Source: an optimization exercise on an open RTL-to-GDS flow (aim: small area, a short achievable clock period and few clock cycles). Production flows keep margins and buffers that such runs may drop.
The RTL was checked by simulation tests, not by an equivalence proof against the original design.
No activity file was given, so power comes from the tool's default toggle rates.

$ cat design/flow/config.mk
export PLATFORM = sky130hd
export DESIGN_NAME = tcore
export DESIGN_NICKNAME = tcore
export VERILOG_FILES = /design/flow/design.v
export SDC_FILE = /design/flow/constraint.sdc
export NUM_CORES = 4
export LEC_CHECK = 0
export ABC_CLOCK_PERIOD_IN_PS = 3500
export CAP_MARGIN = 20
export CORE_MARGIN = 2
export CORE_UTILIZATION = 35
export PLACE_DENSITY = 0.55
export SETUP_SLACK_MARGIN = 5
export SLEW_MARGIN = 20
export TNS_END_PERCENT = 100
$ cat design/flow/constraint.sdc
create_clock -name core_clock -period 11.0 [get_ports {clk}]
set_input_delay 2.2000 -clock core_clock [delete_from_list [all_inputs] [get_ports {clk}]]
set_output_delay 2.2000 -clock core_clock [all_outputs]
set_load 0.01 [all_outputs]
$ cat design/flow/design.v
module tcore (
    input  wire        clk,
    input  wire        rst,
    input  wire        req_valid,
    input  wire        req_we,
    input  wire [8:0]  req_addr,
    input  wire [31:0] req_wdata,
    output reg         rsp_valid,
    output reg  [31:0] rsp_rdata
);
    localparam [2:0] E_NONE    = 3'd0;
    localparam [2:0] E_ILLEGAL = 3'd1;
    localparam [2:0] E_OPERAND = 3'd2;
    localparam [2:0] E_BOUNDS  = 3'd3;
    localparam [2:0] E_TRYTE   = 3'd4;
    localparam [2:0] E_TRIT    = 3'd5;
    localparam [2:0] E_INCOVF  = 3'd6;
    localparam integer S_IDLE   = 0;
    localparam integer S_LAUNCH = 1;
    localparam integer S_MRD    = 2;
    localparam integer S_DEC    = 3;
    localparam integer S_ENC    = 4;
    localparam integer S_ADD    = 5;
    localparam integer S_ADDF   = 6;
    localparam integer S_INC    = 7;
    localparam integer S_INCW   = 8;
    localparam integer S_SCANI  = 9;
    localparam integer S_SCANY  = 10;
    localparam integer S_SCANT  = 11;
    localparam integer S_SCANP  = 12;
    localparam integer S_MRDT   = 13;
    localparam integer NS       = 14;
    genvar k, r, j;
    integer ik, ir;
    reg [191:0] tm;         
    reg [255:0] ym;         
    reg [31:0] opa, opb, opc, opd;
    reg [31:0] result;
    reg [2:0]  err;
    reg        err_any;
    reg [6:0]  fbase;       
    reg [2:0]  foff;
    reg [7:0]  esum;        
    reg [7:0]  thr_b;       
    reg [7:0]  thr_c;       
    reg [NS-1:0] st;
    reg        fresh;       
    reg [4:0]  opr;         
    reg        mrd_tm;      
    reg        scan_y;      
    reg        skipchk;     
    reg        tw_ok;       
    reg        inc_fin;     
    reg [6:0]  trp;         
    reg [4:0]  yrp;         
    reg [6:0]  rem;         
    reg [6:0]  wbase;       
    reg [30:0] an;          
    reg        acy;         
    reg [1:0]  ar;          
    reg [1:0]  inc_v;       
    reg [3:0]  iwin;        
    reg [6:0]  twp;         
    reg [15:0] twd;         
    reg [7:0]  twe;         
    reg [4:0]  ywp;
    reg [15:0] ywd;
    reg [1:0]  ywe;
    wire idle = st[S_IDLE];
    function automatic [7:0] add8(input [7:0] a, input [7:0] b);
        reg [7:0] g, p, c;
        reg t;
        integer i, m, q;
        begin
            g = a & b;
            p = a ^ b;
            for (i = 0; i < 8; i = i + 1) begin
                c[i] = 1'b0;
                for (m = 0; m < i; m = m + 1) begin
                    t = g[m];
                    for (q = m + 1; q < i; q = q + 1)
                        t = t & p[q];
                    c[i] = c[i] | t;
                end
            end
            add8 = p ^ c;
        end
    endfunction
    function automatic [6:0] add7(input [6:0] a, input [6:0] b);
        reg [7:0] s8;
        begin
            s8 = add8({1'b0, a}, {1'b0, b});
            add7 = s8[6:0];
        end
    endfunction
    function automatic gt8(input [7:0] a, input [7:0] b);
        reg r, e;
        integer i;
        begin
            r = 1'b0;
            e = 1'b1;
            for (i = 7; i >= 0; i = i - 1) begin
                r = r | (e & a[i] & ~b[i]);
                e = e & ~(a[i] ^ b[i]);
            end
            gt8 = r;
        end
    endfunction
    function automatic [7:0] dthr(input [5:0] c);
        case (c)
            6'd0: dthr = {1'b0, 7'd96};
            6'd1: dthr = {1'b0, 7'd93};
            6'd2: dthr = {1'b0, 7'd90};
            6'd3: dthr = {1'b0, 7'd87};
            6'd4: dthr = {1'b0, 7'd84};
            6'd5: dthr = {1'b0, 7'd81};
            6'd6: dthr = {1'b0, 7'd78};
            6'd7: dthr = {1'b0, 7'd75};
            6'd8: dthr = {1'b0, 7'd72};
            6'd9: dthr = {1'b0, 7'd69};
            6'd10: dthr = {1'b0, 7'd66};
            6'd11: dthr = {1'b0, 7'd63};
            6'd12: dthr = {1'b0, 7'd60};
            6'd13: dthr = {1'b0, 7'd57};
            6'd14: dthr = {1'b0, 7'd54};
            6'd15: dthr = {1'b0, 7'd51};
            6'd16: dthr = {1'b0, 7'd48};
            6'd17: dthr = {1'b0, 7'd45};
            6'd18: dthr = {1'b0, 7'd42};
            6'd19: dthr = {1'b0, 7'd39};
            6'd20: dthr = {1'b0, 7'd36};
            6'd21: dthr = {1'b0, 7'd33};
            6'd22: dthr = {1'b0, 7'd30};
            6'd23: dthr = {1'b0, 7'd27};
            6'd24: dthr = {1'b0, 7'd24};
            6'd25: dthr = {1'b0, 7'd21};
            6'd26: dthr = {1'b0, 7'd18};
            6'd27: dthr = {1'b0, 7'd15};
            6'd28: dthr = {1'b0, 7'd12};
            6'd29: dthr = {1'b0, 7'd9};
            6'd30: dthr = {1'b0, 7'd6};
            6'd31: dthr = {1'b0, 7'd3};
            6'd32: dthr = {1'b0, 7'd0};
            6'd33: dthr = {1'b1, 7'd0};
            6'd34: dthr = {1'b1, 7'd0};
            6'd35: dthr = {1'b1, 7'd0};
            6'd36: dthr = {1'b1, 7'd0};
            6'd37: dthr = {1'b1, 7'd0};
            6'd38: dthr = {1'b1, 7'd0};
            6'd39: dthr = {1'b1, 7'd0};
            6'd40: dthr = {1'b1, 7'd0};
            6'd41: dthr = {1'b1, 7'd0};
            6'd42: dthr = {1'b1, 7'd0};
            6'd43: dthr = {1'b1, 7'd0};
            6'd44: dthr = {1'b1, 7'd0};
            6'd45: dthr = {1'b1, 7'd0};
            6'd46: dthr = {1'b1, 7'd0};
            6'd47: dthr = {1'b1, 7'd0};
            6'd48: dthr = {1'b1, 7'd0};
            6'd49: dthr = {1'b1, 7'd0};
            6'd50: dthr = {1'b1, 7'd0};
            6'd51: dthr = {1'b1, 7'd0};
            6'd52: dthr = {1'b1, 7'd0};
            6'd53: dthr = {1'b1, 7'd0};
            6'd54: dthr = {1'b1, 7'd0};
            6'd55: dthr = {1'b1, 7'd0};
            6'd56: dthr = {1'b1, 7'd0};
            6'd57: dthr = {1'b1, 7'd0};
            6'd58: dthr = {1'b1, 7'd0};
            6'd59: dthr = {1'b1, 7'd0};
            6'd60: dthr = {1'b1, 7'd0};
            6'd61: dthr = {1'b1, 7'd0};
            6'd62: dthr = {1'b1, 7'd0};
            6'd63: dthr = {1'b1, 7'd0};
            default: dthr = 8'd0;
        endcase
    endfunction
    wire [3:0]  trow  = trp[6:3];
    wire [3:0]  trow1 = {trp[6] ^ (&trp[5:3]), trp[5] ^ (&trp[4:3]), trp[4] ^ trp[3], ~trp[3]};
    wire [15:0] tbank;
    wire [15:0] tlane;
    generate
        for (k = 0; k < 8; k = k + 1) begin : g_trd
            wire [31:0] bv;
            for (r = 0; r < 16; r = r + 1) begin : g_row
                if (r < 12) begin : g_in
                    assign bv[2*r +: 2] = tm[2*(8*r+k) +: 2];
                end else begin : g_out
                    assign bv[2*r +: 2] = 2'b00;
                end
            end
            wire [3:0] rr = (k < trp[2:0]) ? trow1 : trow;
            assign tbank[2*k +: 2] = bv[2*rr +: 2];
        end
    endgenerate
    wire [15:0] trot0 = trp[0] ? {tbank[1:0], tbank[15:2]} : tbank;
    wire [15:0] trot1 = trp[1] ? {trot0[3:0], trot0[15:4]} : trot0;
    assign tlane      = trp[2] ? {trot1[7:0], trot1[15:8]} : trot1;
    reg [15:0]  tw;
    wire        tw_byp = (twp == trp);
    always @(posedge clk)
        for (ik = 0; ik < 8; ik = ik + 1)
            tw[2*ik +: 2] <= (tw_byp && twe[ik]) ? twd[2*ik +: 2] : tlane[2*ik +: 2];
    wire [127:0] yb0v, yb1v;
    generate
        for (r = 0; r < 16; r = r + 1) begin : g_ybv
            assign yb0v[8*r +: 8] = ym[8*(2*r)   +: 8];
            assign yb1v[8*r +: 8] = ym[8*(2*r+1) +: 8];
        end
    endgenerate
    wire [4:0] y0row = yrp[0] ? {&yrp[4:1], yrp[4] ^ (&yrp[3:1]), yrp[3] ^ (&yrp[2:1]), yrp[2] ^ yrp[1], ~yrp[1]}
                             : {1'b0, yrp[4:1]};
    wire [7:0] yb0 = y0row[4] ? 8'h00 : yb0v[8*y0row[3:0] +: 8];
    wire [7:0] yb1 = yb1v[8*yrp[4:1] +: 8];
    wire [7:0] ylane0 = yrp[0] ? yb1 : yb0;
    wire [7:0] ylane1 = yrp[0] ? yb0 : yb1;
    wire [4:0]  twrow1 = {&twp[6:3], twp[6] ^ (&twp[5:3]), twp[5] ^ (&twp[4:3]), twp[4] ^ twp[3], ~twp[3]};
    wire [15:0] twd0 = twp[0] ? {twd[13:0], twd[15:14]} : twd;
    wire [15:0] twd1 = twp[1] ? {twd0[11:0], twd0[15:12]} : twd0;
    wire [15:0] twd2 = twp[2] ? {twd1[7:0], twd1[15:8]} : twd1;
    wire [7:0]  twe0 = twp[0] ? {twe[6:0], twe[7]} : twe;
    wire [7:0]  twe1 = twp[1] ? {twe0[5:0], twe0[7:6]} : twe0;
    wire [7:0]  twe2 = twp[2] ? {twe1[3:0], twe1[7:4]} : twe1;
    wire [7:0]  t_wen;
    wire [39:0] t_wrow;
    wire [15:0] t_wdat;
    generate
        for (k = 0; k < 8; k = k + 1) begin : g_twr
            assign t_wen[k] = twe2[k];
            assign t_wdat[2*k +: 2] = twd2[2*k +: 2];
            assign t_wrow[5*k +: 5] = (k < twp[2:0]) ? twrow1 : {1'b0, twp[6:3]};
        end
    endgenerate
    wire       y_wen0 = ywp[0] ? ywe[1] : ywe[0];
    wire       y_wen1 = ywp[0] ? ywe[0] : ywe[1];
    wire [7:0] y_wd0  = ywp[0] ? ywd[15:8] : ywd[7:0];
    wire [7:0] y_wd1  = ywp[0] ? ywd[7:0]  : ywd[15:8];
    wire [4:0] y_wr0  = ywp[0] ? {&ywp[4:1], ywp[4] ^ (&ywp[3:1]), ywp[3] ^ (&ywp[2:1]), ywp[2] ^ ywp[1], ~ywp[1]}
                              : {1'b0, ywp[4:1]};
    wire [4:0] y_wr1  = {1'b0, ywp[4:1]};
    always @(posedge clk) begin
        for (ik = 0; ik < 8; ik = ik + 1)
            for (ir = 0; ir < 12; ir = ir + 1)
                if (t_wen[ik] && t_wrow[5*ik +: 5] == ir)
                    tm[2*(8*ir+ik) +: 2] <= t_wdat[2*ik +: 2];
        for (ir = 0; ir < 16; ir = ir + 1) begin
            if (y_wen0 && y_wr0 == ir) ym[8*(2*ir)   +: 8] <= y_wd0;
            if (y_wen1 && y_wr1 == ir) ym[8*(2*ir+1) +: 8] <= y_wd1;
        end
    end
    wire wpend = (|twe) || (|ywe);
    function automatic tryte_ok(input [7:0] c);
        tryte_ok = (c == 8'h39) || (c >= 8'h41 && c <= 8'h5A);
    endfunction
    function automatic [5:0] tryte_dec(input [7:0] c);
        reg [4:0] i;
        begin
            i = c[6] ? c[4:0] : 5'd0;
            case (i)
                5'd0:  tryte_dec = {2'b00, 2'b00, 2'b00};
                5'd1:  tryte_dec = {2'b00, 2'b00, 2'b01};
                5'd2:  tryte_dec = {2'b00, 2'b01, 2'b11};
                5'd3:  tryte_dec = {2'b00, 2'b01, 2'b00};
                5'd4:  tryte_dec = {2'b00, 2'b01, 2'b01};
                5'd5:  tryte_dec = {2'b01, 2'b11, 2'b11};
                5'd6:  tryte_dec = {2'b01, 2'b11, 2'b00};
                5'd7:  tryte_dec = {2'b01, 2'b11, 2'b01};
                5'd8:  tryte_dec = {2'b01, 2'b00, 2'b11};
                5'd9:  tryte_dec = {2'b01, 2'b00, 2'b00};
                5'd10: tryte_dec = {2'b01, 2'b00, 2'b01};
                5'd11: tryte_dec = {2'b01, 2'b01, 2'b11};
                5'd12: tryte_dec = {2'b01, 2'b01, 2'b00};
                5'd13: tryte_dec = {2'b01, 2'b01, 2'b01};
                5'd14: tryte_dec = {2'b11, 2'b11, 2'b11};
                5'd15: tryte_dec = {2'b11, 2'b11, 2'b00};
                5'd16: tryte_dec = {2'b11, 2'b11, 2'b01};
                5'd17: tryte_dec = {2'b11, 2'b00, 2'b11};
                5'd18: tryte_dec = {2'b11, 2'b00, 2'b00};
                5'd19: tryte_dec = {2'b11, 2'b00, 2'b01};
                5'd20: tryte_dec = {2'b11, 2'b01, 2'b11};
                5'd21: tryte_dec = {2'b11, 2'b01, 2'b00};
                5'd22: tryte_dec = {2'b11, 2'b01, 2'b01};
                5'd23: tryte_dec = {2'b00, 2'b11, 2'b11};
                5'd24: tryte_dec = {2'b00, 2'b11, 2'b00};
                5'd25: tryte_dec = {2'b00, 2'b11, 2'b01};
                5'd26: tryte_dec = {2'b00, 2'b00, 2'b11};
                default: tryte_dec = 6'b000000;
            endcase
        end
    endfunction
    function automatic [7:0] tryte_enc(input [5:0] t);
        case (t)
            6'b111111: tryte_enc = 8'h4E;
            6'b111100: tryte_enc = 8'h4F;
            6'b111101: tryte_enc = 8'h50;
            6'b110011: tryte_enc = 8'h51;
            6'b110000: tryte_enc = 8'h52;
            6'b110001: tryte_enc = 8'h53;
            6'b110111: tryte_enc = 8'h54;
            6'b110100: tryte_enc = 8'h55;
            6'b110101: tryte_enc = 8'h56;
            6'b001111: tryte_enc = 8'h57;
            6'b001100: tryte_enc = 8'h58;
            6'b001101: tryte_enc = 8'h59;
            6'b000011: tryte_enc = 8'h5A;
            6'b000000: tryte_enc = 8'h39;
            6'b000001: tryte_enc = 8'h41;
            6'b000111: tryte_enc = 8'h42;
            6'b000100: tryte_enc = 8'h43;
            6'b000101: tryte_enc = 8'h44;
            6'b011111: tryte_enc = 8'h45;
            6'b011100: tryte_enc = 8'h46;
            6'b011101: tryte_enc = 8'h47;
            6'b010011: tryte_enc = 8'h48;
            6'b010000: tryte_enc = 8'h49;
            6'b010001: tryte_enc = 8'h4A;
            6'b010111: tryte_enc = 8'h4B;
            6'b010100: tryte_enc = 8'h4C;
            6'b010101: tryte_enc = 8'h4D;
            default:   tryte_enc = 8'h39;
        endcase
    endfunction
    function automatic [1:0] add3(input [1:0] x, input [1:0] y);
        case ({x, y})
            4'b0000: add3 = 2'd0;
            4'b0001: add3 = 2'd1;
            4'b0010: add3 = 2'd2;
            4'b0100: add3 = 2'd1;
            4'b0101: add3 = 2'd2;
            4'b0110: add3 = 2'd0;
            4'b1000: add3 = 2'd2;
            4'b1001: add3 = 2'd0;
            4'b1010: add3 = 2'd1;
            default: add3 = 2'd0;
        endcase
    endfunction
    wire [31:0] an32 = {1'b0, an};
    wire [31:0] pv;           
    generate
        for (k = 0; k < 16; k = k + 1) begin : g_pv
            wire [1:0] pr = an32[2*(15-k) +: 2];
            assign pv[2*k +: 2] = (pr == 2'b11) ? 2'b00 : pr;
        end
    endgenerate
    wire [31:0] ps0 = pv;
    wire [31:0] ps1, ps2, ps3, ps4;
    generate
        for (k = 0; k < 16; k = k + 1) begin : g_sk
            if ((k & 1) != 0) begin : g1a
                assign ps1[2*k +: 2] = add3(ps0[2*k +: 2], ps0[2*(k-1) +: 2]);
            end else begin : g1b
                assign ps1[2*k +: 2] = ps0[2*k +: 2];
            end
            if ((k & 2) != 0) begin : g2a
                assign ps2[2*k +: 2] = add3(ps1[2*k +: 2], ps1[2*((k & ~3) + 1) +: 2]);
            end else begin : g2b
                assign ps2[2*k +: 2] = ps1[2*k +: 2];
            end
            if ((k & 4) != 0) begin : g3a
                assign ps3[2*k +: 2] = add3(ps2[2*k +: 2], ps2[2*((k & ~7) + 3) +: 2]);
            end else begin : g3b
                assign ps3[2*k +: 2] = ps2[2*k +: 2];
            end
            if ((k & 8) != 0) begin : g4a
                assign ps4[2*k +: 2] = add3(ps3[2*k +: 2], ps3[2*7 +: 2]);
            end else begin : g4b
                assign ps4[2*k +: 2] = ps3[2*k +: 2];
            end
        end
    endgenerate
    wire [31:0] aq;
    generate
        for (k = 0; k < 16; k = k + 1) begin : g_q
            wire [1:0] rin;       
            if (k == 0) begin : g0
                assign rin = 2'b00;
            end else begin : gn
                assign rin = ps4[2*(k-1) +: 2];
            end
            wire [1:0] b = an32[2*(15-k) +: 2];
            assign aq[2*(15-k) +: 2] = (rin == 2'd0) ? {1'b0, b[1] & b[0]} :
                                       (rin == 2'd1) ? {b[1], ~b[1]} :
                                                       {1'b1, b[1] | b[0]};
        end
    endgenerate
    wire [1:0]  a_r   = ps4[2*15 +: 2];         
    wire [30:0] a_q   = aq[30:0];               
    wire [1:0]  a_u   = add3(ar, {1'b0, acy});
    wire        a_cdv = (ar == 2'd2) && acy;
    wire [1:0]  a_t   = tw[1:0];
    reg  [1:0]  a_dn;
    reg         a_ovf;
    always @(*) begin
        case ({a_t, a_u})
            4'b1100: begin a_dn = 2'b11; a_ovf = 1'b0; end   
            4'b1101: begin a_dn = 2'b00; a_ovf = 1'b0; end   
            4'b1110: begin a_dn = 2'b01; a_ovf = 1'b0; end   
            4'b0000: begin a_dn = 2'b00; a_ovf = 1'b0; end   
            4'b0001: begin a_dn = 2'b01; a_ovf = 1'b0; end   
            4'b0010: begin a_dn = 2'b11; a_ovf = 1'b1; end   
            4'b0100: begin a_dn = 2'b01; a_ovf = 1'b0; end   
            4'b0101: begin a_dn = 2'b11; a_ovf = 1'b1; end   
            4'b0110: begin a_dn = 2'b00; a_ovf = 1'b1; end   
            default: begin a_dn = 2'b00; a_ovf = 1'b0; end
        endcase
    end
    wire        a_cn   = a_cdv | a_ovf;
    wire [30:0] an_cy;
    generate
        for (k = 0; k < 31; k = k + 1) begin : g_ancy
            assign an_cy[k] = acy && (&an[k:0]);
        end
    endgenerate
    wire        a_small = (an == 31'd0);
    wire        a_term = a_small && !a_cn;
    wire [7:0] i_end;
    wire [7:0] i_len;
    generate
        for (j = 0; j < 8; j = j + 1) begin : g_iend
            assign i_len[j] = (rem == j);
            assign i_end[j] = i_len[j] || (tw[2*j +: 2] != 2'b01);
        end
    endgenerate
    wire [7:0] i_before;        
    assign i_before[0] = 1'b0;
    generate
        for (j = 1; j < 8; j = j + 1) begin : g_ibef
            assign i_before[j] = |i_end[j-1:0];
        end
    endgenerate
    wire [7:0] i_first = i_end & ~i_before;
    wire       i_found = |i_end;
    reg  [1:0] i_te;
    reg  [2:0] i_e;
    always @(*) begin
        i_te = 2'b00;
        i_e = 3'd0;
        for (ik = 0; ik < 8; ik = ik + 1)
            if (i_first[ik]) begin
                i_te = tw[2*ik +: 2];
                i_e = ik;
            end
    end
    wire       i_atlen = |(i_first & i_len);
    wire [1:0] i_tn    = {1'b0, ~i_te[0]};        
    wire       i_bnd   = i_atlen && (esum == 8'd96);
    wire       i_trit  = (i_te == 2'b10);
    wire       i_ovf   = i_atlen && (i_te == 2'b01);
    wire       i_bad   = i_bnd || i_trit || i_ovf;
    wire [2:0] i_cause = i_bnd ? E_BOUNDS : i_trit ? E_TRIT : E_INCOVF;
    wire in_cmd = req_valid && req_we && (req_addr == 9'h000);
    wire in_hi  = (req_wdata[31:3] != 29'd0);
    wire [4:0] in_op;           
    assign in_op[0] = !in_hi && (req_wdata[2:0] == 3'd1);
    assign in_op[1] = !in_hi && (req_wdata[2:0] == 3'd2);
    assign in_op[2] = !in_hi && (req_wdata[2:0] == 3'd3);
    assign in_op[3] = !in_hi && (req_wdata[2:0] == 3'd4);
    assign in_op[4] = !in_hi && (req_wdata[2:0] == 3'd5);
    wire stall   = wpend || fresh;
    wire go      = (idle && in_cmd && !stall) || st[S_LAUNCH];
    wire [4:0] lop = st[S_LAUNCH] ? opr : in_op;
    wire l_dec = lop[0], l_enc = lop[1], l_add = lop[2], l_inc = lop[3], l_tt = lop[4];
    wire l_ill = !(|lop);
    wire use_tw = idle && tw_ok && !stall;
    wire l_incnow = l_inc && use_tw && i_found;
    wire [2:0] rop_in = req_wdata[2:0];
    reg  [2:0] ropr;
    wire [2:0] rop = st[S_LAUNCH] ? ropr : rop_in;
    wire r_dec = (rop == 3'd1), r_enc = (rop == 3'd2), r_add = (rop == 3'd3), r_inc = (rop == 3'd4);
    wire neg_ab = opa[31] || opb[31];
    wire neg_c  = opc[31];
    wire neg_d  = opd[31];
    wire hi7_a = |opa[30:7];
    wire hi7_b = |opb[30:7];
    wire hi7_c = |opc[30:7];
    wire hi6_a = |opa[30:6];
    wire hi6_b = |opb[30:6];
    wire hi6_c = |opc[30:6];
    wire bnd_t96 = hi7_a || hi7_c || gt8(esum, 8'd96);           
    wire bnd_y32 = hi6_a || hi6_c || gt8(esum, 8'd32);           
    wire bnd_dec = bnd_y32 || hi7_b || thr_c[7] || gt8({1'b0, opb[6:0]}, {1'b0, thr_c[6:0]});
    wire bnd_enc = bnd_t96 || hi6_b || thr_b[7] || gt8({1'b0, opc[6:0]}, {1'b0, thr_b[6:0]});
    wire x1_ok = (opa == 32'h00000000) || (opa == 32'h00000001) || (opa == 32'hFFFFFFFF);
    wire x2_ok = (opb == 32'h00000000) || (opb == 32'h00000001) || (opb == 32'hFFFFFFFF);
    reg [31:0] tt_out;
    always @(*) begin
        case ({opa[1:0], opb[1:0]})
            {2'b11, 2'b11}: tt_out = 32'h00000001;
            {2'b00, 2'b11}: tt_out = 32'h00000001;
            {2'b01, 2'b11}: tt_out = 32'hFFFFFFFF;
            {2'b11, 2'b00}: tt_out = 32'h00000000;
            {2'b00, 2'b00}: tt_out = 32'hFFFFFFFF;
            {2'b01, 2'b00}: tt_out = 32'h00000001;
            {2'b11, 2'b01}: tt_out = 32'hFFFFFFFF;
            {2'b00, 2'b01}: tt_out = 32'h00000000;
            {2'b01, 2'b01}: tt_out = 32'h00000000;
            default:        tt_out = 32'h00000000;
        endcase
    end
    wire [95:0] t_bad;
    wire [31:0] y_bad;
    generate
        for (j = 0; j < 96; j = j + 1) begin : g_tb
            assign t_bad[j] = tm[2*j+1] && !tm[2*j];
        end
        for (j = 0; j < 32; j = j + 1) begin : g_yb
            assign y_bad[j] = !tryte_ok(ym[8*j +: 8]);
        end
    endgenerate
    wire t_inv = (|t_bad) && !skipchk;
    wire y_inv = (|y_bad) && !skipchk;
    wire d_flt  = neg_ab || neg_c || bnd_dec;
    wire d_ok   = !d_flt && !y_inv;
    wire d_last = (rem[6:2] == 5'd0) && (rem[1:0] != 2'b11);      
    wire e_flt  = neg_ab || neg_c || bnd_enc;
    wire e_ok   = !e_flt && !t_inv;
    wire e_last = (rem[6:3] == 4'd0) && (rem[2:0] != 3'b111);     
    wire a_flt  = opa[31] || neg_c || neg_d || bnd_t96;
    wire a_ok   = !a_flt && !t_inv;
    wire a_zero = (rem == 7'd0);
    wire a_one  = (rem == 7'd1);
    wire n_flt  = opa[31] || neg_c || bnd_t96;
    wire t_flt  = !x1_ok || !x2_ok;
    wire [2:0] d_cause = (neg_ab || neg_c) ? E_OPERAND : E_BOUNDS;
    wire [2:0] a_cause = (opa[31] || neg_c || neg_d) ? E_OPERAND : E_BOUNDS;
    wire [2:0] n_cause = (opa[31] || neg_c) ? E_OPERAND : E_BOUNDS;
    wire [2:0] e_cause = (neg_ab || neg_c) ? E_OPERAND : E_BOUNDS;
    wire l_resp = l_ill
                || (l_dec && (d_flt || (d_ok && d_last)))
                || (l_enc && (e_flt || (e_ok && a_zero)))
                || (l_add && (a_flt || (a_ok && a_zero)))
                || (l_inc && (n_flt || l_incnow))
                || l_tt;
    wire l_fault = l_ill
                || (l_dec && d_flt)
                || (l_enc && e_flt)
                || (l_add && a_flt)
                || (l_inc && (n_flt || (l_incnow && i_bad)))
                || (l_tt && t_flt);
    wire [2:0] l_cause = l_ill ? E_ILLEGAL :
                         l_dec ? d_cause :
                         l_enc ? e_cause :
                         l_add ? a_cause :
                         l_inc ? (n_flt ? n_cause : i_cause) :
                                 E_OPERAND;
    wire [11:0] dec_lanes = {tryte_dec(ylane1), tryte_dec(ylane0)};
    wire [11:0] enc_t;
    generate
        for (j = 0; j < 6; j = j + 1) begin : g_encm
            assign enc_t[2*j +: 2] = gt8({1'b0, rem}, j) ? tw[2*j +: 2] : 2'b00;
        end
    endgenerate
    wire [15:0] enc_codes = {tryte_enc(enc_t[11:6]), tryte_enc(enc_t[5:0])};
    reg [15:0] inc_lanes;
    always @(*)
        for (ik = 0; ik < 8; ik = ik + 1)
            inc_lanes[2*ik +: 2] = i_first[ik] ? i_tn : 2'b11;
    reg [31:0] rd_reg;
    always @(*) begin
        rd_reg = 32'h00000000;
        if (req_addr[8:3] == 6'd0) begin
            case (req_addr[2:0])
                3'd1: rd_reg = opa;
                3'd2: rd_reg = opb;
                3'd3: rd_reg = opc;
                3'd4: rd_reg = opd;
                3'd5: rd_reg = result;
                3'd6: rd_reg = {27'd0, err_any, 1'b0, err};
                3'd7: rd_reg = {25'd0, add7(fbase, {4'd0, foff})};
                default: rd_reg = 32'h00000000;
            endcase
        end
    end
    wire a_tm = (req_addr[8:7] == 2'b10) && !(req_addr[6] && req_addr[5]);
    wire a_ym = (req_addr[8:7] == 2'b11) && (req_addr[6:5] == 2'b00);
    wire h_wr  = idle && req_valid && req_we && (req_addr != 9'h000);
    wire h_rd  = idle && req_valid && !req_we;
    wire h_mrd = h_rd && (a_tm || a_ym);
    wire dec_done  = st[S_DEC] && d_last;
    wire enc_done  = st[S_ENC] && e_last;
    wire add_done  = st[S_ADD] && a_term;
    wire incw_done = st[S_INCW] && (rem[6:3] == 4'd0);
    wire inc_flt   = st[S_INC] && i_found && i_bad;
    wire scy_flt   = st[S_SCANY] && !a_zero && !tryte_ok(ylane0);
    wire sct_flt   = st[S_SCANT] && !a_zero && (tw[1:0] == 2'b10);
    wire inc_now   = st[S_INC] && i_found && !i_bad && (iwin == 4'd0);
    wire scan_end  = (st[S_SCANY] || st[S_SCANT]) && a_zero;
    always @(posedge clk) begin
        if (rst) begin
            opa     <= 32'h0;
            opb     <= 32'h0;
            opc     <= 32'h0;
            opd     <= 32'h0;
            result  <= 32'h0;
            err     <= E_NONE;
            err_any <= 1'b0;
            fbase   <= 7'd0;
            foff    <= 3'd0;
            tw_ok   <= 1'b0;
            inc_fin <= 1'b0;
            esum    <= 8'd0;
            thr_b   <= 8'd96;
            thr_c   <= 8'd96;
            st      <= {{(NS-1){1'b0}}, 1'b1};
            fresh   <= 1'b1;
            opr     <= 5'd0;
            mrd_tm  <= 1'b0;
            scan_y  <= 1'b0;
            skipchk <= 1'b0;
            trp     <= 7'd0;
            yrp     <= 5'd0;
            rem     <= 7'd0;
            wbase   <= 7'd0;
            an      <= 31'd0;
            acy     <= 1'b0;
            twe     <= 8'd0;
            ywe     <= 2'd0;
            rsp_valid <= 1'b0;
            rsp_rdata <= 32'h0;
        end else begin
            fresh <= !idle || go;
            inc_fin <= inc_now || (go && l_inc && !n_flt && l_incnow && !i_bad);
            tw_ok   <= idle && !(h_wr && req_addr == 9'h001) && (!fresh || inc_fin)
                    && (!(|twe) || tw_byp);
            rsp_valid <= (idle && req_valid && !(req_we && req_addr == 9'h000) && !h_mrd)
                      || st[S_MRD]
                      || (go && l_resp)
                      || dec_done || enc_done || add_done || st[S_ADDF]
                      || incw_done || inc_flt || inc_now || scy_flt || sct_flt;
            if (idle) begin
                trp   <= opa[6:0];
                yrp   <= opa[4:0];
                wbase <= opa[6:0];
                rem   <= opc[6:0];
                an    <= opd[30:0];
                acy   <= 1'b0;
                if (in_cmd) begin
                    opr  <= in_op;
                    ropr <= rop_in;
                end
                if (h_wr) begin
                    case (req_addr)
                        9'h001: begin
                            opa   <= req_wdata;
                            trp   <= req_wdata[6:0];
                            yrp   <= req_wdata[4:0];
                            wbase <= req_wdata[6:0];
                            esum  <= add8({1'b0, req_wdata[6:0]}, {1'b0, opc[6:0]});
                        end
                        9'h002: begin
                            opb   <= req_wdata;
                            thr_b <= dthr(req_wdata[5:0]);
                        end
                        9'h003: begin
                            opc  <= req_wdata;
                            rem  <= req_wdata[6:0];
                            esum  <= add8({1'b0, opa[6:0]}, {1'b0, req_wdata[6:0]});
                            thr_c <= dthr(req_wdata[5:0]);
                        end
                        9'h004: begin
                            opd <= req_wdata;
                            an  <= req_wdata[30:0];
                        end
                        default: ;
                    endcase
                end
                rsp_rdata <= rd_reg;
                if (h_mrd) begin
                    mrd_tm <= a_tm;
                    trp    <= req_addr[6:0];
                    yrp    <= req_addr[4:0];
                end
            end
            if (st[S_MRD])
                rsp_rdata <= mrd_tm ? {30'd0, tw[1:0]} : {24'd0, ylane0};
            twe <= 8'd0;
            ywe <= 2'd0;
            if (idle) begin
                twp <= req_addr[6:0];
                twd <= {14'd0, req_wdata[1:0]};
                ywp <= req_addr[4:0];
                ywd <= {8'd0, req_wdata[7:0]};
            end
            if (h_wr && a_tm)
                twe <= 8'h01;
            if (h_wr && a_ym)
                ywe <= 2'b01;
            if (st[S_DEC]) begin
                twp <= add7(twp, 7'd6);
                twd <= {4'd0, dec_lanes};
                twe <= {2'b00, {3{|rem[6:1]}}, 3'b111};
                yrp <= yrp + 5'd2;
                rem <= add7(rem, 7'h7E);
            end
            if (st[S_ENC]) begin
                ywp <= ywp + 5'd2;
                ywd <= enc_codes;
                ywe <= {|rem[6:2], 1'b1};
                trp <= add7(trp, 7'd6);
                rem <= add7(rem, 7'h7A);
            end
            if (st[S_ADD]) begin
                twp   <= wbase;
                twd   <= {14'd0, a_dn};
                twe   <= 8'h01;
                wbase <= add7(wbase, 7'd1);
                if (!a_one)
                    an <= a_q;      
                ar    <= a_r;
                acy   <= a_cn;
                trp   <= add7(trp, 7'd1);
                rem   <= add7(rem, 7'h7F);
            end
            if (st[S_ADDF])
                result <= {an_cy[30], an ^ {an_cy[29:0], acy}};
            if (st[S_INC]) begin
                trp   <= add7(trp, 7'd8);
                rem   <= add7(rem, 7'h78);
                wbase <= add7(wbase, 7'd8);
                iwin  <= iwin + 4'd1;
                if (i_found) begin
                    inc_v <= i_tn;
                    rem   <= {iwin, i_e};
                    wbase <= opa[6:0];
                    trp   <= opa[6:0];
                    twp   <= wbase;
                    twd   <= inc_lanes;
                    twe   <= (iwin == 4'd0 && !i_bad) ? ~i_before : 8'd0;
                end
            end
            if (st[S_INCW]) begin
                twp <= wbase;
                for (ik = 0; ik < 8; ik = ik + 1) begin
                    twd[2*ik +: 2] <= (rem == ik) ? inc_v : 2'b11;
                    twe[ik] <= !gt8(ik, {1'b0, rem});
                end
                wbase <= add7(wbase, 7'd8);
                rem   <= add7(rem, 7'h78);
            end
            if (st[S_SCANI]) begin
                trp   <= opa[6:0];
                yrp   <= opa[4:0];
                rem   <= opc[6:0];
                wbase <= opa[6:0];
                an    <= opd[30:0];
                acy   <= 1'b0;
            end
            if (st[S_SCANY]) begin
                yrp <= yrp + 5'd1;
                rem <= add7(rem, 7'h7F);
                if (a_zero) begin
                    yrp <= opa[4:0];
                    rem <= opc[6:0];
                end
            end
            if (st[S_SCANP])
                trp <= add7(trp, 7'd1);
            if (st[S_SCANT]) begin
                trp <= add7(trp, 7'd1);
                rem <= add7(rem, 7'h7F);
                if (a_zero) begin
                    trp <= opa[6:0];
                    rem <= opc[6:0];
                end
            end
            if ((idle && in_cmd) || st[S_LAUNCH]) begin
                result  <= (l_tt && !t_flt) ? tt_out :
                           (l_add && a_ok && a_zero) ? opd : 32'h0;
                err     <= l_fault ? l_cause : E_NONE;
                fbase   <= (l_inc && !n_flt && l_incnow && i_bad && !i_bnd) ? wbase : 7'd0;
                foff    <= (l_inc && !n_flt && l_incnow && i_bad && !i_bnd) ? i_e : 3'd0;
                if (l_fault)
                    err_any <= 1'b1;
            end
            if (go) begin
                skipchk <= 1'b0;
                scan_y  <= l_dec;
                twe <= (l_dec && d_ok) ? {2'b00, {3{|opc[5:1]}}, {3{opc[5:0] != 6'd0}}} :
                       (l_inc && !n_flt && l_incnow && !i_bad) ? ~i_before : 8'd0;
                yrp   <= yrp + 5'd2;
                ywp   <= opb[4:0] + 5'd30;      
                iwin  <= 4'd0;
                ar    <= a_r;           
                an    <= a_q;           
                twp   <= r_inc ? wbase : opb[6:0];
                twd   <= r_inc ? inc_lanes : {4'd0, dec_lanes};
                trp   <= r_enc ? add7(trp, 7'd6) : r_add ? add7(trp, 7'd1) :
                         (r_inc && !(use_tw && i_found)) ? add7(trp, 7'd8) : trp;
                rem   <= r_dec ? add7(rem, 7'h7E) : rem;
            end
            st <= {NS{1'b0}};
            st[S_IDLE] <= (idle && !(in_cmd && stall) && !h_mrd && !(go && !l_resp))
                       || (go && l_resp)
                       || st[S_MRD] || dec_done || enc_done || add_done || st[S_ADDF]
                       || incw_done || inc_flt || inc_now || scy_flt || sct_flt;
            st[S_LAUNCH] <= (idle && in_cmd && stall) || scan_end;
            st[S_MRDT]   <= h_mrd && a_tm;
            st[S_MRD]    <= (h_mrd && !a_tm) || st[S_MRDT];
            st[S_DEC]    <= (go && l_dec && d_ok && !d_last) || (st[S_DEC] && !d_last);
            st[S_ENC]    <= (go && l_enc && e_ok && !a_zero) || (st[S_ENC] && !e_last);
            st[S_ADD]    <= (go && l_add && a_ok && !a_zero) || (st[S_ADD] && !a_term && !a_one);
            st[S_ADDF]   <= st[S_ADD] && !a_term && a_one;
            st[S_INC]    <= (go && l_inc && !n_flt && !l_incnow) || (st[S_INC] && !i_found);
            st[S_INCW]   <= (st[S_INC] && i_found && !i_bad && iwin != 4'd0) || (st[S_INCW] && !incw_done);
            st[S_SCANI]  <= go && ((l_dec && !d_flt && y_inv) ||
                                   (l_enc && !e_flt && t_inv) ||
                                   (l_add && !a_flt && t_inv));
            st[S_SCANY]  <= (st[S_SCANI] && scan_y) || (st[S_SCANY] && !a_zero && tryte_ok(ylane0));
            st[S_SCANP]  <= st[S_SCANI] && !scan_y;
            st[S_SCANT]  <= st[S_SCANP] || (st[S_SCANT] && !a_zero && tw[1:0] != 2'b10);
            if (scan_end)
                skipchk <= 1'b1;
            if (inc_flt) begin
                err     <= i_cause;
                err_any <= 1'b1;
                fbase   <= i_bnd ? 7'd0 : wbase;
                foff    <= i_bnd ? 3'd0 : i_e;
            end
            if (scy_flt || sct_flt) begin
                err     <= scy_flt ? E_TRYTE : E_TRIT;
                err_any <= 1'b1;
                fbase   <= scy_flt ? {2'b00, yrp} : add7(trp, 7'h7F);
                foff    <= 3'd0;
            end
        end
    end
endmodule
$ cat design/flow/flow/run.sh
#!/bin/bash
set -euo pipefail
bash standard.sh \
    "BUFFER_PORTS_ARGS=-buffer_cell sky130_fd_sc_hd__buf_4" \
    MATCH_CELL_FOOTPRINT=0 \
    SETUP_SLACK_MARGIN=6.5 \
    finish > standard_finish.log 2>&1
$ cat design/flow/standard.sh
#!/bin/bash
# synth_recipe.tcl (not shown) runs the flow's synth.tcl, then flattens the netlist and writes it again
# the make line also repeats each setting of config.mk as NAME=value (left out here)
make -C /OpenROAD-flow-scripts/flow DESIGN_CONFIG=/design/flow/config.mk WORK_HOME=/design/flow/orfs CLKGATE_MAP_FILE= SYNTH_SCRIPT=/design/flow/synth_recipe.tcl "${@:-finish}"
==> flow_summary.json, run 1 <==
{
  "tns_ps": 0,
  "ios": 78,
  "clock_latency_ps": 780,
  "ys_ff_latch": 841,
  "h-tree-depth": 3,
  "drv_cap": 0,
  "ctsLongestPathBuffers": 3,
  "synth_fp_nets": 5782,
  "gr-usage-all-layers_pct": 26.55,
  "yosys.area.top_type": "edfxtp_1",
  "synth_flop_cell": "edfxtp_1",
  "syn-cell-area_um2": 51750,
  "multi_input_area_um2": 28260,
  "synth_top_area_share_pct": 29.07,
  "io_buffer_count": 77,
  "wl_mm": 209.5,
  "async_reset_ff_share_pct": 0,
  "drv_slew": 0,
  "drive_gt1_share_pct": 12.55,
  "dieHeight_um": 388.5,
  "synthTopCellsByArea": "edfxtp_1, dfxtp_1, mux4_2",
  "fin_nets": 5740,
  "vias_per_cell": 6.209,
  "power.density_nw_per_um2": 132.2,
  "r2r_cells": 15,
  "synth_cell_types": 93,
  "setup_viol": 0,
  "fin_skew_ps": 88.62,
  "dpl.hpwl_mm": 151.4,
  "placementRows": 141,
  "first_pass_iters": 8,
  "hold_start": "st[13]",
  "path_clk_slew_ps": 60,
  "timing.hold.ws_ps": 442.6,
  "ctsHoldBuffers": 0,
  "r2r_slack_ps": 6580,
  "synth_cells": 5579,
  "wl_per_cell_um": 27.78,
  "synth.avg_cell_area_um2": 9.276,
  "reg2reg_from": "yrp[2]",
  "synth_edf_count": 501,
  "worstHoldPathCells": 2,
  "drt.antenna.violating_nets": 0,
  "worstMarginPinSlew_ps": 1338,
  "core_area_um2": 147300,
  "cts_buffers": 94,
  "grt_overflow_total": 0,
  "die-area_um2": 151000,
  "run_status": "complete, no violations",
  "whs_endpoint": "st[2]",
  "hold_violations": 0,
  "clock-sinks": 841,
  "drc": 0,
  "p_leak_uw": 0.02096,
  "regArea_um2": 21870,
  "synth_warnings": 1,
  "root_buffer": "clkbuf_16",
  "cp.required_ps": 11660,
  "arrival_ps": 5120,
  "num_vias": 46830,
  "grt_pass1_vias": 43960,
  "fin_crit_ps": 4463,
  "grt_pass1_wl_mm": 301.9,
  "rsz0062_at_grt": "true",
  "end_kind": "flop",
  "cts_tree": "done",
  "crit_path_start_kind": "primary input",
  "initial_core_util_pct": 35.13,
  "place.gp.congestion": 0.9759,
  "r2r-end": "st[0]",
  "fin_crit_sh_pct": 40.57,
  "area_growth_pct": 12.72,
  "yosysSeqAreaShare_pct": 42.22,
  "antenna_found_initial": 4,
  "crit_path_max_fanout": 5,
  "fp.dieW_um": 388.5,
  "fillers": 14590,
  "slew_headroom_pct": 10.05,
  "hold_path_class": "flop to flop",
  "ir_drop_mv": 0.1285,
  "path_class": "primary input to flop",
  "drt_iter0_markers": 6047,
  "grt_max_degree": 130,
  "fmax_mhz": 224.1
}
==> routing by layer <==
layer  vias to the layer above  part of all wire [%]  global-route usage (%)
li1                      20760                     -                       -
met1                     22900                    39                   34.45
met2                      2648                    46                   43.01
met3                       526                   8.8                   4.294
met4                         4                   5.5                   12.92
met5                         -                 0.011                       0
==> power by group <==
part	internal (µW)	switching [µW]
Combinational	323	669
Sequential	3400	66.9
Clock	1830	1420
==> placed cells by master (no fill, tap or decap), types with 22 or more instances in the layout <==
cell type / synthesis / final
nand3_1: 84 / 83
o221ai_1: 43 / 41
and2_1: 46 / 45
nor3_1: 124 / 117
xnor2_1: 70 / 69
nand2b_1: 54 / 53
clkbuf_16: 0 / 99
inv_1: 216 / 214
o211ai_1: 47 / 47
mux2i_1: 256 / 245
dfxtp_1: 340 / 331
a21oi_1: 489 / 477
a221oi_1: 52 / 51
nand2_1: 655 / 646
o21a_1: 28 / 27
or2_2: 22 / 22
a22oi_1: 91 / 89
a21o_1: 24 / 23
o22ai_1: 116 / 116
ha_1: 155 / 153
a31oi_1: 113 / 110
buf_4: 3 / 192
xor2_1: 40 / 40
a211oi_1: 75 / 70
nor2b_1: 42 / 42
nand4_1: 46 / 46
o21ai_0: 260 / 243
edfxtp_1: 501 / 501
nor2_1: 604 / 595
nor4_1: 77 / 75
or4_1: 43 / 42
mux2_2: 88 / 86
mux4_2: 118 / 118
==> state kept, by name, summed over array words and instances (netlist names), 8 cells and up <==
| signal | cells |
|---|---|
| result | 32 |
| twe | 8 |
| thr_c | 8 |
| ywd | 15 |
| rsp_rdata | 32 |
| st | 14 |
| tm | 192 |
| opb | 32 |
| thr_b | 8 |
| opa | 32 |
| tw | 16 |
| esum | 8 |
| twd | 16 |
| opc | 32 |
| an | 31 |
| ym | 256 |
| opd | 32 |
==> logic make-up after synthesis <==
logic type,Yosys count,synth area share [%]
DFF,841,42.22
AOI/OAI and AO/OA,1535,18.82
xor gates and xnor gates,111,1.893
and+or+nand+nor,1878,16.42
muxes,468,12.29
adders and majority gates,168,4.057
buffers and inverters,578,4.294
==> cells in the mapped netlist, types with 91 or more instances <==
cell / instances
a21oi_1: 489
a22oi_1: 91
a31oi_1: 113
clkbuf_1: 291
dfxtp_1: 340
edfxtp_1: 501
ha_1: 155
inv_1: 216
mux2i_1: 256
mux4_2: 118
nand2_1: 655
nor2_1: 604
nor3_1: 124
o21ai_0: 260
o22ai_1: 116
==> how the worst max path moves through the flow <==
stage,from,end,slack [ps],cells past startpoint
2_1_floorplan,req_addr[3],trp[1],6220,11
3_3_place_gp,req_addr[3],rem[1],5220,12
3_5_place_dp,req_addr[3],twp[0],5110,11
4_1_cts,req_addr[3],trp[5],6500,13
5_1_grt,req_addr[8],trp[2],6460,13
6_report,req_addr[8],trp[5],6540,13
==> worst max-delay path: stages <==
cell and delay (ps):
buf_6 100, or4_4 570, or3_4 420, nor4_4 220, buf_6 200, nand2_1 100
a311oi_1 430, o21ai_1 130, o221ai_1 160, o21ai_1 100, a21oi_1 190, a21oi_1 100
a211oi_1 210
==> what timing repair did <==
action | in CTS | in global routing
pin swaps | 4 | 18
gates cloned | 4 | 5
resized for setup | 64 | 68
endpoints found under the setup margin | 130 | 108
buffers inserted | 15 | 29
endpoints found under the hold margin | 0 | 0
==> stage by stage <==
step | setup WS (ps) | utilization (%) | cell area [µm²] | std cells | power, µW
after floorplan | 6221 | - | 51860 | 5579 | 4105
final | 6537 | 39.60 | 58340 | 7542 | 7710
after detailed placement | 5110 | 36.77 | 54170 | 7317 | 4458
after CTS | 6501 | 39.20 | 57740 | 7506 | 7695
after global routing | 6456 | 39.60 | 58330 | 7541 | 7925
after global placement | 5216 | 36.76 | 54160 | 7316 | 4454
==> area by class of cell <==
class	count	area share (%)
Sequential cell	841	37.49
Inverter	221	1.428
Multi-Input combinational cell	4163	48.44
Timing Repair Buffer	216	3.149
Clock buffer	119	4.279
Tap cell	1930	4.140
Clock inverter	51	1.070
Antenna cell	1	0.004290
Testbench counts, summed over its fixed seeds: cycles 17,325.
==> run 2: changes to the inputs <==
--- a/design/flow/design.v
+++ b/design/flow/design.v
@@ -42,6 +42,4 @@
     reg [2:0]  foff;
     reg [7:0]  esum;        
-    reg [7:0]  thr_b;       
-    reg [7:0]  thr_c;       
     reg [NS-1:0] st;
     reg        fresh;       
@@ -479,4 +477,6 @@
     wire bnd_t96 = hi7_a || hi7_c || gt8(esum, 8'd96);           
     wire bnd_y32 = hi6_a || hi6_c || gt8(esum, 8'd32);           
+    wire [7:0] thr_b = dthr(opb[5:0]);
+    wire [7:0] thr_c = dthr(opc[5:0]);
     wire bnd_dec = bnd_y32 || hi7_b || thr_c[7] || gt8({1'b0, opb[6:0]}, {1'b0, thr_c[6:0]});
     wire bnd_enc = bnd_t96 || hi6_b || thr_b[7] || gt8({1'b0, opc[6:0]}, {1'b0, thr_b[6:0]});
@@ -600,6 +600,4 @@
             inc_fin <= 1'b0;
             esum    <= 8'd0;
-            thr_b   <= 8'd96;
-            thr_c   <= 8'd96;
             st      <= {{(NS-1){1'b0}}, 1'b1};
             fresh   <= 1'b1;
@@ -648,13 +646,9 @@
                             esum  <= add8({1'b0, req_wdata[6:0]}, {1'b0, opc[6:0]});
                         end
-                        9'h002: begin
-                            opb   <= req_wdata;
-                            thr_b <= dthr(req_wdata[5:0]);
-                        end
+                        9'h002: opb <= req_wdata;
                         9'h003: begin
                             opc  <= req_wdata;
                             rem  <= req_wdata[6:0];
                             esum  <= add8({1'b0, opa[6:0]}, {1'b0, req_wdata[6:0]});
-                            thr_c <= dthr(req_wdata[5:0]);
                         end
                         9'h004: begin
==> flow_summary.json, run 2 <==
{
  "dieHeight_um": 391.5,
  "crit_path_start_kind": "primary input",
  "initial_core_util_pct": 35.17,
  "yosysMostFrequentCell": "nand2_1",
  "synth_warnings": 1,
  "fin_crit_ps": 4482,
  "synth_edf_count": 501,
  "grt_max_degree": 113,
  "ir_drop_mv": 0.1164,
  "fin_skew_ps": 63.62,
  "die-area_um2": 153300,
  "worstMarginPinSlew_ps": 1124,
  "drv_slew": 0,
  "path_class": "primary input to flop",
  "place.gp.congestion": 0.9798,
  "root_buffer": "clkbuf_16",
  "grt_overflow_total": 0,
  "max_stage_delay_ps": 930,
  "drt.antenna.violating_nets": 0,
  "placementRows": 142,
  "route.met2.wl_mm": 99.02,
  "cts_buffers": 101,
  "p_total_uw": 8069,
  "fin_crit_sh_pct": 40.75,
  "synth_flop_cell": "edfxtp_1",
  "path_clk_slew_ps": 60,
  "fin_nets": 5825,
  "final_common_cell": "nand2_1",
  "wl_per_cell_um": 27.77,
  "ctsLongestPathBuffers": 3,
  "gr-usage-all-layers_pct": 26.91,
  "rsz0062_at_grt": "true",
  "wl_met3_mm": 18.65,
  "critPathTopFamily": "compound AO/OA/AOI/OAI gates",
  "fp.dieW_um": 391.5,
  "dpl.hpwl_mm": 155.8,
  "yosys.area.top_type": "edfxtp_1",
  "power.density_nw_per_um2": 134.7,
  "hold_path_class": "flop to flop",
  "cts_tree": "done",
  "synth_fp_nets": 5863,
  "ios": 78,
  "synth_top_area_share_pct": 28.63,
  "drv_cap": 0,
  "first_pass_iters": 8,
  "setup_viol": 0,
  "grt_pass1_vias": 45020,
  "synth_cell_types": 116,
  "p_leak_uw": 0.02133,
  "slowest_stage": "a2111oi_0",
  "vias_per_cell": 6.220,
  "num_vias": 48060,
  "layout_common_cells": "nand2_1, nor2_1, edfxtp_1, a21oi_1, dfxtp_1",
  "ys_ff_latch": 841,
  "fmax_mhz": 223.1,
  "async_reset_ff_share_pct": 0,
  "drive_gt1_share_pct": 14.04,
  "clock-sinks": 841,
  "area_growth_pct": 14.03,
  "grt_pass1_wl_mm": 308.5,
  "cp.required_ps": 11660,
  "fin_util_pct": 40.10,
  "synthTopCellsByArea": "edfxtp_1, dfxtp_1, mux4_2",
  "wl_mm": 214.5,
  "io_buffer_count": 77,
  "ctsHoldBuffers": 0,
  "hold_violations": 0,
  "antenna_found_initial": 8,
  "largest_reg_flops": 256,
  "clock_latency_ps": 740,
  "drt_iter0_markers": 6300,
  "crit_path_max_fanout": 9,
  "synthTopCellsByCount": "nand2_1, nor2_1, edfxtp_1",
  "synth_cells": 5658,
  "drc": 0,
  "run_status": "complete, no violations",
  "dr.max_layer_used": "met5",
  "h-tree-depth": 3,
  "reg_top3": "ym x256, tm x192",
  "slew_headroom_pct": 24.88,
  "wl_met1_mm": 83.22,
  "r2r_slack_ps": 6570,
  "syn-cell-area_um2": 52550,
  "core_area_um2": 149400,
  "crit_chain": "buf_6 -> nor4_4 -> nand4_1 -> o31a_1 -> nor2_2 -> nand2_2 -> a2111oi_0 -> mux2i_1 -> nor3_1",
  "tns_ps": 0,
  "yosysSeqAreaShare_pct": 41.58,
  "arrival_ps": 5150,
  "largest_register": "ym",
  "synth.avg_cell_area_um2": 9.287,
  "critPathBufInv": 1,
  "end_kind": "flop"
}
==> run 2: layout make-up <==
| cell class | count | area, µm² |
|---|---|---|
| antenna | 4 | 10.01 |
| clock buffer | 128 | 2761 |
| fill | 14740 | 89500 |
| tap | 2016 | 2522 |
| timing repair buffer | 223 | 1996 |
| inverter | 228 | 863.3 |
| clock inverter | 61 | 780.7 |
| multi-input combinational | 4225 | 29120 |
| sequential | 841 | 21870 |
==> run 2: kinds of logic after synthesis <==
family	Yosys count	synth area share, %
DFF	841	41.58
xor gates and xnor gates	118	1.967
adders and majority gates	168	4.005
and+or+nand+nor	1918	16.95
AOI/OAI and AO/OA	1585	19.44
muxes	431	11.53
buffers and inverters	597	4.524
==> run 2: tightest hold or removal path, cell delays in order, from the launching register on <==
cell and delay (ps):
dfxtp_1 310, a21oi_1 40, nor2_1 70
==> run 2: final timing paths <==
path                      from       to  cells past startpoint
setup / recovery  req_wdata[3]  foff[2]                      9
hold / removal          st[13]    st[2]                      2
setup reg to reg        rem[5]   twd[4]                     12
hold reg to reg         st[13]    st[2]                      2
==> run 2: per-stage QoR <==
stage	std cells	hold slack, ps	area, µm²	setup slack [ps]
finish	7726	457.4	59920	6518
global route	7722	476.3	59910	6419
CTS	7675	456.4	59050	6473
detailed placement	7461	436.3	54960	4676
global placement	7461	433.3	54960	4627
floorplan	5658	413.0	52720	6453
==> run 2: per-layer routing <==
metal | track usage [%] | vias to the layer above
met5 | 0 | -
met4 | 15.17 | 8
met3 | 4.331 | 631
met2 | 43.73 | 2656
met1 | 33.96 | 23600
li1 | - | 21160
==> run 2: power breakdown <==
group	total, µW	internal [µW]	switching (µW)	leakage, µW
Combinational	1040	344	700	0.0123
Clock	3570	2080	1490	0.00169
Sequential	3460	3390	61.3	0.00733
Total	8070	5820	2250	0.0213
==> run 2: what timing repair did <==
item / in CTS / in global routing
endpoints found under the setup margin: 214 / 112
cloned: 3 / 9
setup buffers: 22 / 36
gates resized for setup: 83 / 89
pin swaps: 11 / 12
endpoints found under the hold margin: 0 / 0
Testbench counts of run 2, summed over its fixed seeds: cycles 17,325.
==> run 3: changes to the inputs <==
--- a/design/flow/config.mk
+++ b/design/flow/config.mk
@@ -10,4 +10,6 @@
 export CORE_MARGIN = 2
 export CORE_UTILIZATION = 35
+export CTS_CLUSTER_DIAMETER = 80
+export CTS_CLUSTER_SIZE = 30
 export PLACE_DENSITY = 0.55
 export SETUP_SLACK_MARGIN = 5
==> flow_summary.json, run 3 <==
{
  "run_status": "complete, no violations",
  "drv_cap": 0,
  "worstMarginPinSlew_ps": 1144,
  "power.density_nw_per_um2": 124.3,
  "synth_simple_gate_area_share_pct": 16.95,
  "vias_per_cell": 6.239,
  "area_growth_pct": 11.91,
  "die-area_um2": 153300,
  "synth_cell_types": 116,
  "fin_crit_ps": 4553,
  "synth_top_family_by_area": "compound AO/OA/AOI/OAI gates",
  "clock-sinks": 841,
  "synthTopCellsByArea": "edfxtp_1, dfxtp_1, mux4_2",
  "fin_skew_ps": 163.4,
  "num_vias": 47680,
  "ctsLongestPathBuffers": 3,
  "crit_path_max_fanout": 9,
  "worst_slack_ps": 6447,
  "drc": 0,
  "hold_violations": 0,
  "synth_edf_count": 501,
  "cp.required_ps": 11730,
  "slew_headroom_pct": 23.48,
  "synth_flop_cell": "edfxtp_1",
  "drt_iter0_markers": 5897,
  "tns_ps": 0,
  "synthMuxAreaShare_pct": 11.53,
  "dr.max_layer_used": "met5",
  "drive_gt1_share_pct": 13.23,
  "dpl.hpwl_mm": 155.8,
  "placementRows": 142,
  "p_leak_uw": 0.02078,
  "p_total_uw": 7308,
  "largest_register": "ym",
  "wl_met3_mm": 18.18,
  "h-tree-depth": 2,
  "reg_top3": "ym x256, tm x192",
  "path_class": "primary input to flop",
  "synth_fp_nets": 5863,
  "synth.avg_cell_area_um2": 9.287,
  "async_reset_ff_share_pct": 0,
  "first_pass_iters": 6,
  "yosysMostFrequentCell": "nand2_1",
  "gr-usage-all-layers_pct": 26.79,
  "fmax_mhz": 219.7,
  "fillers": 14840,
  "clock_latency_ps": 820,
  "root_buffer": "clkbuf_16",
  "yosysSeqAreaShare_pct": 41.58,
  "ir_drop_mv": 0.1515,
  "ys_ff_latch": 841,
  "arrival_ps": 5290,
  "synthTopCellsByCount": "nand2_1, nor2_1, edfxtp_1",
  "synth_cells": 5658,
  "end_kind": "flop",
  "io_buffer_count": 77,
  "route.met2.wl_mm": 98.17,
  "rsz0062_at_grt": "true",
  "yosys.area.top_type": "edfxtp_1",
  "wl_met1_mm": 82.77,
  "largest_reg_flops": 256,
  "fin_util_pct": 39.36,
  "grt_pass1_vias": 44730,
  "layout_common_cells": "nand2_1, nor2_1, edfxtp_1, a21oi_1, dfxtp_1",
  "hold_path_class": "flop to flop",
  "setup_viol": 0,
  "wl_mm": 213.0,
  "drt.antenna.violating_nets": 0,
  "drv_slew": 0,
  "fp.dieW_um": 391.5,
  "initial_core_util_pct": 35.17,
  "synth_xor_area_share_pct": 1.967,
  "post-place-ws_ps": 4676,
  "wl_per_cell_um": 27.87,
  "fin_crit_sh_pct": 41.39,
  "crit_path_start_kind": "primary input",
  "cts_buffers": 61,
  "dieHeight_um": 391.5,
  "final_common_cell": "nand2_1",
  "ios": 78,
  "synth_fa_ha_area_share_pct": 4.005,
  "synth_top_area_share_pct": 28.63,
  "fin_nets": 5774,
  "synth-compound-area-share_pct": 19.44,
  "grt_overflow_total": 0,
  "antenna_found_initial": 9,
  "syn-cell-area_um2": 52550,
  "grt_max_degree": 113,
  "cts_tree": "done",
  "place.gp.congestion": 0.9798,
  "timing.hold.ws_ps": 458.0,
  "synth_warnings": 1,
  "core_area_um2": 149400,
  "path_clk_slew_ps": 100,
  "grt_pass1_wl_mm": 307.0
}
## run 3: cell counts after synthesis
No cell type changed its count.
## run 3: area by class of cell
class / count / area [µm²] / share of cell area [%]
sequential: 841 / 21880 / 37.20
timing repair buffer: 213 / 1917 / 3.260
tap: 2016 / 2522 / 4.289
inverter: 228 / 863.3 / 1.468
clock buffer: 62 / 1530 / 2.602
multi-input combinational: 4224 / 29060 / 49.42
antenna: 4 / 10.01 / 0.01702
clock inverter: 54 / 1023 / 1.740
## run 3: cell families (layout without fill, tap and decap cells)
kind of cell / after synthesis / count (layout)
other: 0 / 4
buffers and inverters: 597 / 557
and+or+nand+nor: 1918 / 1921
xor gates and xnor gates: 118 / 118
AOI/OAI and AO/OA: 1585 / 1586
muxes: 431 / 431
adders and majority gates: 168 / 168
DFF: 841 / 841
## run 3: path summary, 6_finish.rpt
check	startpoint	slack (ps)	cells past startpoint	endpoint
max	req_wdata[3]	6450	9	foff[2]
min	fresh	460	1	tw_ok
max reg2reg	rem[0]	6530	12	twd[10]
min reg2reg	fresh	460	1	tw_ok
## run 3: timing repair
| action | CTS | global route |
|---|---|---|
| pin swaps | 12 | 9 |
| setup endpoints to repair | 198 | 93 |
| setup buffers | 26 | 23 |
| cloned | 5 | 5 |
| gates resized for setup | 88 | 74 |
| hold buffers | 0 | 0 |
## run 3: critical path, cell delays in order
cell and delay [ps]:
buf_4 230, nor4_2 320, nand4_1 290, o31a_1 460
nor2_1 290, nand2_2 220, a2111oi_0 920, mux2i_1 170
nor3_1 170
## run 3: where the power goes
group	internal, µW	switching, µW
sequential	3390	60.5
clock	1270	1540
combinational	342	700
total	5000	2300
## run 3: layer usage
layer,up-vias,track usage (%)
li1,21010,-
met1,23470,34.03
met2,2596,43.55
met3,601,4.221
met4,10,14.63
met5,-,0
## run 3: metrics by stage
| step | cells | cell area (µm²) |
|---|---|---|
| finish | 7642 | 58810 |
| global route | 7638 | 58800 |
| CTS | 7608 | 58200 |
| detailed placement | 7461 | 54960 |
| global placement | 7461 | 54960 |
| floorplan | 5658 | 52720 |
==> run 4: changes to the inputs <==
--- a/design/flow/config.mk
+++ b/design/flow/config.mk
@@ -9,8 +9,6 @@
 export CAP_MARGIN = 20
 export CORE_MARGIN = 2
-export CORE_UTILIZATION = 35
-export CTS_CLUSTER_DIAMETER = 80
-export CTS_CLUSTER_SIZE = 30
-export PLACE_DENSITY = 0.55
+export CORE_UTILIZATION = 40
+export PLACE_DENSITY = 0.6
 export SETUP_SLACK_MARGIN = 5
 export SLEW_MARGIN = 20
==> flow_summary.json, run 4 <==
{
  "drc": 0,
  "cts_tree": "done",
  "setup_viol": 0,
  "fin_crit_sh_pct": 40.90,
  "ios": 78,
  "fin_crit_ps": 4499,
  "layout_common_cells": "nand2_1, nor2_1, edfxtp_1, a21oi_1, dfxtp_1",
  "ys_ff_latch": 841,
  "slew_headroom_pct": 16.15,
  "timing.hold.ws_ps": 446.3,
  "largest_reg_flops": 256,
  "num_vias": 48300,
  "fp.dieW_um": 366.5,
  "synthTopCellsByCount": "nand2_1, nor2_1, edfxtp_1",
  "run_status": "complete, no violations",
  "synth_fp_nets": 5863,
  "vias_per_cell": 6.528,
  "grt_pass1_vias": 44570,
  "arrival_ps": 5110,
  "end_kind": "flop",
  "seqPwrFrac_pct": 44.6,
  "async_reset_ff_share_pct": 0,
  "clock-sinks": 841,
  "crit_path_start_kind": "primary input",
  "yosys.area.top_type": "edfxtp_1",
  "drive_gt1_share_pct": 12.78,
  "tns_ps": 0,
  "grt_max_degree": 101,
  "place.gp.congestion": 1.018,
  "hold_violations": 0,
  "ctsLongestPathBuffers": 3,
  "rsz0062_at_grt": "true",
  "yosysMostFrequentCell": "nand2_1",
  "reg_top3": "ym x256, tm x192",
  "path_class": "primary input to flop",
  "largest_register": "ym",
  "placementRows": 132,
  "p_leak_uw": 0.02090,
  "intPower_uw": 5588,
  "synth_flop_cell": "edfxtp_1",
  "fin_nets": 5784,
  "drt_iter0_markers": 7025,
  "drt.antenna.violating_nets": 0,
  "dpl.hpwl_mm": 150.7,
  "synth.avg_cell_area_um2": 9.287,
  "hold_path_class": "flop to flop",
  "finalNonFillerCells": 7399,
  "crit_path_max_fanout": 4,
  "power.density_nw_per_um2": 132.7,
  "grt_overflow_total": 0,
  "synthTopCellsByArea": "edfxtp_1, dfxtp_1, mux4_2",
  "cp.required_ps": 11610,
  "drv_slew": 0,
  "switching_power_uw": 2189,
  "area_growth_pct": 11.54,
  "drv_cap": 0,
  "synth_top_area_share_pct": 28.63,
  "ir_drop_mv": 0.1204,
  "gr-usage-all-layers_pct": 29.51,
  "io_buffer_count": 77,
  "antenna_found_initial": 8,
  "synth_edf_count": 501,
  "synth_cells": 5658,
  "ctsHoldBuffers": 0,
  "first_pass_iters": 8,
  "initial_core_util_pct": 40.43,
  "clock_latency_ps": 770,
  "worstMarginPinSlew_ps": 1245,
  "dieHeight_um": 366.5,
  "h-tree-depth": 3,
  "swShare_pct": 28.15,
  "final_common_cell": "nand2_1",
  "path_clk_slew_ps": 60,
  "root_buffer": "clkbuf_16",
  "synth_warnings": 1,
  "wl_per_cell_um": 28.02,
  "placed_cells": 7184,
  "synth_cell_types": 116,
  "grt_pass1_wl_mm": 300.7,
  "yosysSeqAreaShare_pct": 41.58,
  "wl_mm": 207.3,
  "core_area_um2": 130000,
  "syn-cell-area_um2": 52550,
  "fmax_mhz": 222.3,
  "num_antenna_cells": 0,
  "cts_buffers": 98,
  "pwr-share-comb_pct": 12.7,
  "die-area_um2": 134300,
  "clockPowerShare_pct": 42.7,
  "fin_skew_ps": 79.65
}
## run 4: cell count changes in the layout (fill, tap and decap cells not counted), sizes merged
cell,previous run,this run
inv,246,228
clkinv,27,39
clkinvlp,5,6
buf,206,185
diode,4,0
clkbuf,69,128
bufinv,4,7
a21oi,500,499
## run 4: area by class of cell
cell class | instances | area, µm²
Tap cell | 1742 | 2180
Clock buffer | 126 | 2638
Inverter | 228 | 859.6
Timing Repair Buffer | 187 | 1559
Multi-Input combinational cell | 4223 | 28960
Clock inverter | 52 | 556.8
Sequential cell | 841 | 21860
Fill cell | 12380 | 71370
## run 4: worst paths after layout
kind / start / to / slack, ps / cells after the start
worst max-delay path: req_addr[4] / trp[4] / 6500 / 14
worst min-delay path: scan_y / st[12] / 450 / 1
worst max register to register: rem[1] / fbase[4] / 6510 / 12
worst min register to register: scan_y / st[12] / 450 / 1
## run 4: critical path, stage by stage
cell,delay (ps)
buf_4,200
or4_4,560
nor3_4,240
buf_4,160
buf_4,130
nand3_1,160
a21boi_1,440
a211oi_2,180
o31ai_1,250
o21ai_0,120
o21ai_0,80
a21oi_1,110
nor3_1,190
a211oi_1,70
## run 4: through the flow
stage / instance area (µm²) / worst slack, ps / power, µW / utilization, %
2_1_floorplan: 52720 / 6453 / 4131 / -
3_3_place_gp: 54580 / 4496 / 4459 / 41.99
3_5_place_dp: 54590 / 4439 / 4463 / 42.00
4_1_cts: 58080 / 6446 / 7751 / 44.68
5_1_grt: 58610 / 6466 / 7979 / 45.09
6_report: 58610 / 6501 / 7776 / 45.09
## run 4: timing repair
action                                  in CTS  in global routing
buffers inserted                             6                 24
endpoints found under the setup margin     169                117
pin swaps                                    3                 13
gates resized for setup                     59                 67
cloned                                       2                  3
## run 4: cell families after synthesis
family                   after synthesis  synth area share [%]
AO/OA/AOI/OAI                       1585                 19.44
XOR/XNOR                             118                 1.967
adder cells (fa/ha/maj)              168                 4.005
buffers and inverters                597                 4.524
flip-flops                           841                 41.58
multiplexers                         431                 11.53
AND/OR/NAND/NOR                     1918                 16.95
## run 4: power groups by stage
stage | clock [µW] | combinational, µW | sequential [µW]
6_report | 3320 | 991 | 3470
4_1_cts | 3340 | 944 | 3460
2_1_floorplan | 0 | 652 | 3480
3_5_place_dp | 0 | 932 | 3530
5_1_grt | 3460 | 1050 | 3470
3_3_place_gp | 0 | 928 | 3530
## run 4: per-layer routing
metal | global-route usage (%) | vias up | share of wire [%]
met5 | 0 | - | 0.039
met4 | 11.70 | 12 | 4.6
met3 | 7.262 | 523 | 12
met2 | 43.01 | 3072 | 42
met1 | 41.81 | 23650 | 41
li1 | - | 21050 | -

==> separate check: timing with driven ports <==
How much do the figures lean on ideal ports? The routed layouts below were timed once more, with nothing changed but the port constraints.
Step 1 sets driving cells, clkbuf_16 on the clock port and buf_2 on the other inputs (assumed; they add their load-dependent delay and slew).
Step 2 also shifts input and output timing later by t, the mid clock arrival at the registers, as if the neighbouring blocks saw the same clock.
Slacks: no drivers / after step 1 / after step 2; pairs: no drivers / after step 1.
| run | t, ns | setup slack, ns | hold slack, ns | latest minus earliest clock arrival (ns) | cell pins on the clock port's net |
|---|---|---|---|---|---|
| run 1 | 0.806 | 6.537 / 6.517 / 5.711 | 0.443 / 0.443 / 0.443 | 0.089 / 0.088 | 1 |
| run 2 | 0.785 | 6.518 / 6.521 / 5.735 | 0.457 / 0.457 / 0.457 | 0.065 / 0.065 | 1 |
| run 3 | 0.810 | 6.447 / 6.450 / 5.639 | 0.458 / 0.458 / 0.458 | 0.170 / 0.169 | 1 |
| run 4 | 0.807 | 6.501 / 6.513 / 5.706 | 0.446 / 0.446 / 0.446 | 0.081 / 0.080 | 1 |
After both steps setup and hold are still met in every run listed. The setup slack of run 1, which loses most, moves by -0.020 ns with the drivers and by -0.826 ns with both steps.
